This is an optimization exercise on Yosys and OpenROAD, whose aim is small area, not a production implementation.
Only simulation tests tie the RTL to the original design; equivalence was not proved.
Power figures rest on the tool's default switching activity, not on a simulated workload. The clock port is modelled as an ideal driver; clocking choices that lean on that would not hold on a real chip.

## x10_cm17a
module x10_cm17a (
    input  wire        clk,
    input  wire        rst,
    input  wire [15:0] cfg_wait,
    input  wire [15:0] cfg_reset,
    input  wire [15:0] cfg_gap,
    input  wire [15:0] cfg_err,
    input  wire [6:0]  cfg_dim_step,
    input  wire        cmd_valid,
    input  wire [1:0]  cmd_kind,
    input  wire [3:0]  cmd_func,
    input  wire [3:0]  cmd_house,
    input  wire [15:0] cmd_units,
    input  wire [6:0]  cmd_percent,
    output wire        st_valid,
    output wire [2:0]  st_code,
    input  wire        close,
    input  wire        conn_connect,
    input  wire        conn_fix,
    input  wire        line_fail,
    output wire        line1,
    output wire        line0,
    output wire [1:0]  conn_state,
    output wire        evt_broken,
    output wire        evt_fixed,
    output wire        tx_stopped,
    output wire        sent_valid,
    input  wire        sent_ready,
    output wire [1:0]  sent_func,
    output wire [3:0]  sent_house,
    output wire [15:0] sent_units,
    output wire [6:0]  sent_percent,
    input  wire        rx_l1,
    input  wire        rx_l0,
    output wire        dec_valid,
    output wire [1:0]  dec_func,
    output wire [3:0]  dec_house,
    output wire [3:0]  dec_unit,
    output wire        dec_desync
);
For scale: ~1300 cells after synthesis, ~470 flip-flops, roughly 170 I/O pins, roughly 0.018 mm2 of cells after synthesis.
==> flow/config.mk <==
export PLATFORM = sky130hd
export DESIGN_NAME = x10_cm17a
export DESIGN_NICKNAME = x10_cm17a
export VERILOG_FILES = /design/flow/design.v
export SDC_FILE = /design/flow/constraint.sdc
export NUM_CORES = 4
export LEC_CHECK = 0
export ABC_AREA = 1
export CAP_MARGIN = 20
export CORE_MARGIN = 2
export CORE_UTILIZATION = 70
export SLEW_MARGIN = 20
==> flow/constraint.sdc <==
create_clock -name core_clock -period 6.0 [get_ports {clk}]
set_input_delay 1.2000 -clock core_clock [delete_from_list [all_inputs] [get_ports {clk}]]
set_output_delay 1.2000 -clock core_clock [all_outputs]
set_load 0.01 [all_outputs]
standard.sh (not shown) runs the stock make flow with config.mk's settings and CLKGATE_MAP_FILE= SYNTH_SCRIPT=/design/flow/synth_recipe.tcl, a recipe that flattens the netlist after the stock synthesis.
==> flow/flow/run.sh <==
#!/bin/bash
# The standard layout (standard.sh) with these changes:
#  - synthesis maps logic with an area-oriented ABC script (flow/abc_area.script);
#    registers are mapped by the standard dfflibmap step before ABC, unchanged
#  - port buffers are plain sky130_fd_sc_hd__buf_1 cells
#  - clock tree synthesis inserts no dummy loads
# Each tool's output goes to flow.log here and to the ORFS logs under orfs/logs.
set -euo pipefail
HERE=$PWD
{
  head -n 1 synth_recipe.tcl
  cat <<TCL
proc abc {args} {
  set i [lsearch -exact \$args -script]
  if { \$i >= 0 } { lset args [expr {\$i + 1}] $HERE/flow/abc_area.script }
  yosys abc {*}\$args
}
TCL
  tail -n +2 synth_recipe.tcl
} > my_synth.tcl
sed "s#SYNTH_SCRIPT=[^ ]*#SYNTH_SCRIPT=$HERE/my_synth.tcl#" standard.sh > my_standard.sh
export BUFFER_PORTS_ARGS="-buffer_cell sky130_fd_sc_hd__buf_1"
export CTS_ARGS="-sink_clustering_enable -repair_clock_nets -dont_use_dummy_load -buf_list sky130_fd_sc_hd__clkbuf_16 -sink_clustering_size 34 -sink_clustering_max_diameter 80"
bash my_standard.sh > flow.log 2>&1
==> flow/flow/abc_area.script <==
strash
&get -n
&st
&if -K 4 -a
&mfs
&st
&deepsyn -T 30
&dch
&put
amap
topo
Next try:
--- a/flow/design.v
+++ b/flow/design.v
@@ -180,38 +180,34 @@
         case (bit_idx[5:3])
             3'd0:    cur_byte = 8'hD5;
             3'd1:    cur_byte = 8'hAA;
             3'd2:    cur_byte = cur_code[15:8];
             3'd3:    cur_byte = cur_code[7:0];
             default: cur_byte = 8'hAD;
         endcase
     end
     wire cur_bit = cur_byte[~bit_idx[2:0]];
     wire last_bit = bit_idx[5] && (bit_idx[2:0] == 3'd7);
-    wire in_wait = ((phase == PH_RESET) && (step == 3'd2 || step == 3'd5)) ||
+    wire in_wait = ((phase == PH_RESET) && step[1]) ||
                    ((phase == PH_FRAME) && step[0]) ||
                    (phase == PH_GAP) || (phase == PH_ERR);
     reg op_valid;
     reg op_line;     
     reg op_level;
     always @(*) begin
         op_valid = 1'b0;
         op_line  = 1'b1;
         op_level = 1'b0;
         if (phase == PH_RESET) begin
-            case (step)
-                3'd0: begin op_valid = 1'b1; op_line = 1'b1; op_level = 1'b0; end
-                3'd1: begin op_valid = 1'b1; op_line = 1'b0; op_level = 1'b0; end
-                3'd3: begin op_valid = 1'b1; op_line = 1'b1; op_level = 1'b1; end
-                3'd4: begin op_valid = 1'b1; op_line = 1'b0; op_level = 1'b1; end
-                default: ;
-            endcase
+            op_valid = !step[1];
+            op_line  = !step[0];
+            op_level = step[2];
         end else if (phase == PH_FRAME) begin
             op_valid = !step[0];
             op_line  = cur_bit;
             op_level = step[1];
         end
     end
     wire op_ok   = (conn_state == CONN_CONNECTED) && !line_fail;
     wire op_fail = op_valid && !op_ok;
     wire [7:0] pct_diff = {1'b0, prog} - {1'b0, cfg_dim_step};
     wire more_frames = cur_dim ? (!pct_diff[7] && (pct_diff[6:0] != 7'd0))
@@ -282,32 +278,32 @@
                     end else if (!inq_empty) begin
                         step       <= 3'd0;
                         bit_idx    <= 6'd0;
                         phase      <= need_reset ? PH_RESET : PH_FRAME;
                     end
                 end
                 PH_RESET: begin
                     if (op_fail) begin
                         need_reset <= 1'b1;
                         phase      <= PH_ERR;
-                    end else if (step == 3'd2 || step == 3'd5) begin
+                    end else if (step[1]) begin
                         if (wait_done) begin
-                            if (step == 3'd5) begin
+                            if (step[2]) begin
                                 step    <= 3'd0;
                                 bit_idx <= 6'd0;
                                 phase   <= PH_FRAME;
                             end else begin
-                                step <= step + 3'd1;
+                                step <= 3'd4;
                             end
                         end
                     end else begin
-                        step <= step + 3'd1;
+                        step <= step[0] ? {step[2], 2'b10} : {step[2], 2'b01};
                     end
                 end
                 PH_FRAME: begin
                     if (op_fail) begin
                         need_reset <= 1'b1;
                         phase      <= PH_ERR;
                     end else if (step[0]) begin
                         if (wait_done) begin
                             step[1] <= ~step[1];
                             step[0] <= 1'b0;
@@ -380,21 +376,23 @@
     input  wire       rst,
     input  wire       rx_l1,
     input  wire       rx_l0,
     output reg        dec_valid,
     output wire [1:0] dec_func,
     output wire [3:0] dec_house,
     output wire [3:0] dec_unit,
     output reg        dec_desync
 );
     reg       lvl1, lvl0;
-    reg       arm1, arm0;    
+    reg       armed;         
+    wire      arm1 = armed && !lvl1;
+    wire      arm0 = armed && !lvl0;
     reg [5:0] cnt;           
     reg       mism;          
     reg       nz;            
     reg [9:0] sr;
     reg arm1_nx, arm0_nx;
     reg bit_v;
     reg bit_b;
     reg rx_rst;
     always @(*) begin
         arm1_nx = arm1;
@@ -448,31 +446,29 @@
     wire m_nx    = mism || bad_bit;
     wire [3:0] cpos = ~cnt[3:0];
     wire keep = cpos[3:2] == 2'b11 || cpos == 4'd10 ||
                 (cpos <= 4'd7 && cpos >= 4'd3);
     wire c10 = sr[5], c7 = sr[4], c6 = sr[3], c5 = sr[2], c4 = sr[1], c3 = sr[0];
     wire good = !m_nx && !nz && (!c7 || (!c10 && !c6 && !c5 && c3));
     always @(posedge clk) begin
         if (rst) begin
             lvl1       <= 1'b1;
             lvl0       <= 1'b1;
-            arm1       <= 1'b0;
-            arm0       <= 1'b0;
+            armed      <= 1'b0;
             cnt        <= 6'd0;
             mism       <= 1'b0;
             dec_valid  <= 1'b0;
             dec_desync <= 1'b0;
         end else begin
             lvl1       <= rx_l1;
             lvl0       <= rx_l0;
-            arm1       <= arm1_nx;
-            arm0       <= arm0_nx;
+            armed      <= arm1_nx || arm0_nx;
             dec_valid  <= 1'b0;
             dec_desync <= 1'b0;
             if (rx_rst) begin
                 cnt  <= 6'd0;
                 mism <= 1'b0;
             end else if (bit_v) begin
                 if (!byte_end) begin
                     cnt  <= cnt + 6'd1;
                     mism <= m_nx;
                 end else begin
Sequential share of layout area rose by 0.15 points; first-iteration DRC count rose by a few percent; register-to-register slack is worse by 0.07 ns; power fell by about a fifth; worst hold slack is worse by 0.068 ns; global-route usage rose by 0.71 points; utilization is about the same; design area fell slightly; final cell count hardly moves.


x10_cm17a again, from the RTL that the note above started with.
Settings: LEC_CHECK=0, ABC_AREA=1, CAP_MARGIN=20, CORE_MARGIN=2, CORE_UTILIZATION=70, SLEW_MARGIN=20; clock period 6.0 ns.
==> flow/flow/run.sh <==
#!/bin/bash
# The standard layout (standard.sh) with these changes:
#  - synthesis maps logic with an area-oriented ABC script (flow/abc_area.script);
#    registers are mapped by the standard dfflibmap step before ABC, unchanged
#  - port buffers are plain sky130_fd_sc_hd__buf_1 cells
#  - clock tree synthesis inserts no dummy loads
# Each tool's output goes to flow.log here and to the ORFS logs under orfs/logs.
set -euo pipefail
HERE=$PWD
{
  head -n 1 synth_recipe.tcl
  cat <<TCL
proc abc {args} {
  set i [lsearch -exact \$args -script]
  if { \$i >= 0 } { lset args [expr {\$i + 1}] $HERE/flow/abc_area.script }
  yosys abc {*}\$args
}
TCL
  tail -n +2 synth_recipe.tcl
} > my_synth.tcl
sed "s#SYNTH_SCRIPT=[^ ]*#SYNTH_SCRIPT=$HERE/my_synth.tcl#" standard.sh > my_standard.sh
export BUFFER_PORTS_ARGS="-buffer_cell sky130_fd_sc_hd__buf_1"
export CTS_ARGS="-sink_clustering_enable -repair_clock_nets -dont_use_dummy_load -buf_list sky130_fd_sc_hd__clkbuf_16 -sink_clustering_size 30 -sink_clustering_max_diameter 100"
bash my_standard.sh > flow.log 2>&1
Scripts as last shown in full above: flow/flow/abc_area.script
Then changed:
--- a/flow/design.v
+++ b/flow/design.v
@@ -180,38 +180,34 @@
         case (bit_idx[5:3])
             3'd0:    cur_byte = 8'hD5;
             3'd1:    cur_byte = 8'hAA;
             3'd2:    cur_byte = cur_code[15:8];
             3'd3:    cur_byte = cur_code[7:0];
             default: cur_byte = 8'hAD;
         endcase
     end
     wire cur_bit = cur_byte[~bit_idx[2:0]];
     wire last_bit = bit_idx[5] && (bit_idx[2:0] == 3'd7);
-    wire in_wait = ((phase == PH_RESET) && (step == 3'd2 || step == 3'd5)) ||
+    wire in_wait = ((phase == PH_RESET) && step[1]) ||
                    ((phase == PH_FRAME) && step[0]) ||
                    (phase == PH_GAP) || (phase == PH_ERR);
     reg op_valid;
     reg op_line;     
     reg op_level;
     always @(*) begin
         op_valid = 1'b0;
         op_line  = 1'b1;
         op_level = 1'b0;
         if (phase == PH_RESET) begin
-            case (step)
-                3'd0: begin op_valid = 1'b1; op_line = 1'b1; op_level = 1'b0; end
-                3'd1: begin op_valid = 1'b1; op_line = 1'b0; op_level = 1'b0; end
-                3'd3: begin op_valid = 1'b1; op_line = 1'b1; op_level = 1'b1; end
-                3'd4: begin op_valid = 1'b1; op_line = 1'b0; op_level = 1'b1; end
-                default: ;
-            endcase
+            op_valid = !step[1];
+            op_line  = !step[0];
+            op_level = step[2];
         end else if (phase == PH_FRAME) begin
             op_valid = !step[0];
             op_line  = cur_bit;
             op_level = step[1];
         end
     end
     wire op_ok   = (conn_state == CONN_CONNECTED) && !line_fail;
     wire op_fail = op_valid && !op_ok;
     wire [7:0] pct_diff = {1'b0, prog} - {1'b0, cfg_dim_step};
     wire more_frames = cur_dim ? (!pct_diff[7] && (pct_diff[6:0] != 7'd0))
@@ -282,32 +278,32 @@
                     end else if (!inq_empty) begin
                         step       <= 3'd0;
                         bit_idx    <= 6'd0;
                         phase      <= need_reset ? PH_RESET : PH_FRAME;
                     end
                 end
                 PH_RESET: begin
                     if (op_fail) begin
                         need_reset <= 1'b1;
                         phase      <= PH_ERR;
-                    end else if (step == 3'd2 || step == 3'd5) begin
+                    end else if (step[1]) begin
                         if (wait_done) begin
-                            if (step == 3'd5) begin
+                            if (step[2]) begin
                                 step    <= 3'd0;
                                 bit_idx <= 6'd0;
                                 phase   <= PH_FRAME;
                             end else begin
-                                step <= step + 3'd1;
+                                step <= 3'd4;
                             end
                         end
                     end else begin
-                        step <= step + 3'd1;
+                        step <= step[0] ? {step[2], 2'b10} : {step[2], 2'b01};
                     end
                 end
                 PH_FRAME: begin
                     if (op_fail) begin
                         need_reset <= 1'b1;
                         phase      <= PH_ERR;
                     end else if (step[0]) begin
                         if (wait_done) begin
                             step[1] <= ~step[1];
                             step[0] <= 1'b0;
@@ -380,21 +376,23 @@
     input  wire       rst,
     input  wire       rx_l1,
     input  wire       rx_l0,
     output reg        dec_valid,
     output wire [1:0] dec_func,
     output wire [3:0] dec_house,
     output wire [3:0] dec_unit,
     output reg        dec_desync
 );
     reg       lvl1, lvl0;
-    reg       arm1, arm0;    
+    reg       armed;         
+    wire      arm1 = armed && !lvl1;
+    wire      arm0 = armed && !lvl0;
     reg [5:0] cnt;           
     reg       mism;          
     reg       nz;            
     reg [9:0] sr;
     reg arm1_nx, arm0_nx;
     reg bit_v;
     reg bit_b;
     reg rx_rst;
     always @(*) begin
         arm1_nx = arm1;
@@ -448,31 +446,29 @@
     wire m_nx    = mism || bad_bit;
     wire [3:0] cpos = ~cnt[3:0];
     wire keep = cpos[3:2] == 2'b11 || cpos == 4'd10 ||
                 (cpos <= 4'd7 && cpos >= 4'd3);
     wire c10 = sr[5], c7 = sr[4], c6 = sr[3], c5 = sr[2], c4 = sr[1], c3 = sr[0];
     wire good = !m_nx && !nz && (!c7 || (!c10 && !c6 && !c5 && c3));
     always @(posedge clk) begin
         if (rst) begin
             lvl1       <= 1'b1;
             lvl0       <= 1'b1;
-            arm1       <= 1'b0;
-            arm0       <= 1'b0;
+            armed      <= 1'b0;
             cnt        <= 6'd0;
             mism       <= 1'b0;
             dec_valid  <= 1'b0;
             dec_desync <= 1'b0;
         end else begin
             lvl1       <= rx_l1;
             lvl0       <= rx_l0;
-            arm1       <= arm1_nx;
-            arm0       <= arm0_nx;
+            armed      <= arm1_nx || arm0_nx;
             dec_valid  <= 1'b0;
             dec_desync <= 1'b0;
             if (rx_rst) begin
                 cnt  <= 6'd0;
                 mism <= 1'b0;
             end else if (bit_v) begin
                 if (!byte_end) begin
                     cnt  <= cnt + 6'd1;
                     mism <= m_nx;
                 end else begin
=> Hold slack is worse by 0.0044 ns; cell count is unchanged; maximum frequency is about the same; via count rose by about 1.4%; non-clock buffer count went up by 1; clock skew barely changes; setup slack improves by 0.012 ns; count of clock-buffer cells in the layout is unchanged; sequential share of layout area is about the same; design area stays flat; routed wire length climbs by about 1.7%; synthesized area hardly moves.

## static timing again, ports no longer ideal
The results above use ideal ports. As a check the final layouts listed here were re-extracted and re-timed, cells and wires unchanged.
Step 1 assumes that a clkbuf_16 drives the clock port and a buf_2 every other input.
Step 2 also shifts input and output timing later by t, the mid clock arrival at the registers, as if the neighbouring blocks saw the same clock.
a / b / c = no drivers / after step 1 / after step 2; a / b = the first two.
| run | t, ns | slack for setup (ns) | hold slack, ns | worst slew at a driven data input, ns |
|---|---|---|---|---|
| the first run of note 1 | 0.567 | 1.720 / 1.720 / 1.387 | 0.486 / 0.486 / 0.486 | 0.06 |
| the second run of note 1 | 0.569 | 1.653 / 1.653 / 1.251 | 0.418 / 0.418 / 0.418 | 0.07 |
| the first run of note 2 | 0.581 | 1.633 / 1.633 / 1.288 | 0.476 / 0.476 / 0.476 | 0.06 |
| the second run of note 2 | 0.580 | 1.645 / 1.645 / 1.144 | 0.471 / 0.471 / 0.471 | 0.05 |
After both steps every run listed still meets setup and hold. The setup slack of the second run of note 2, which loses most, moves by 0.000 ns with the drivers and by -0.501 ns with both steps.
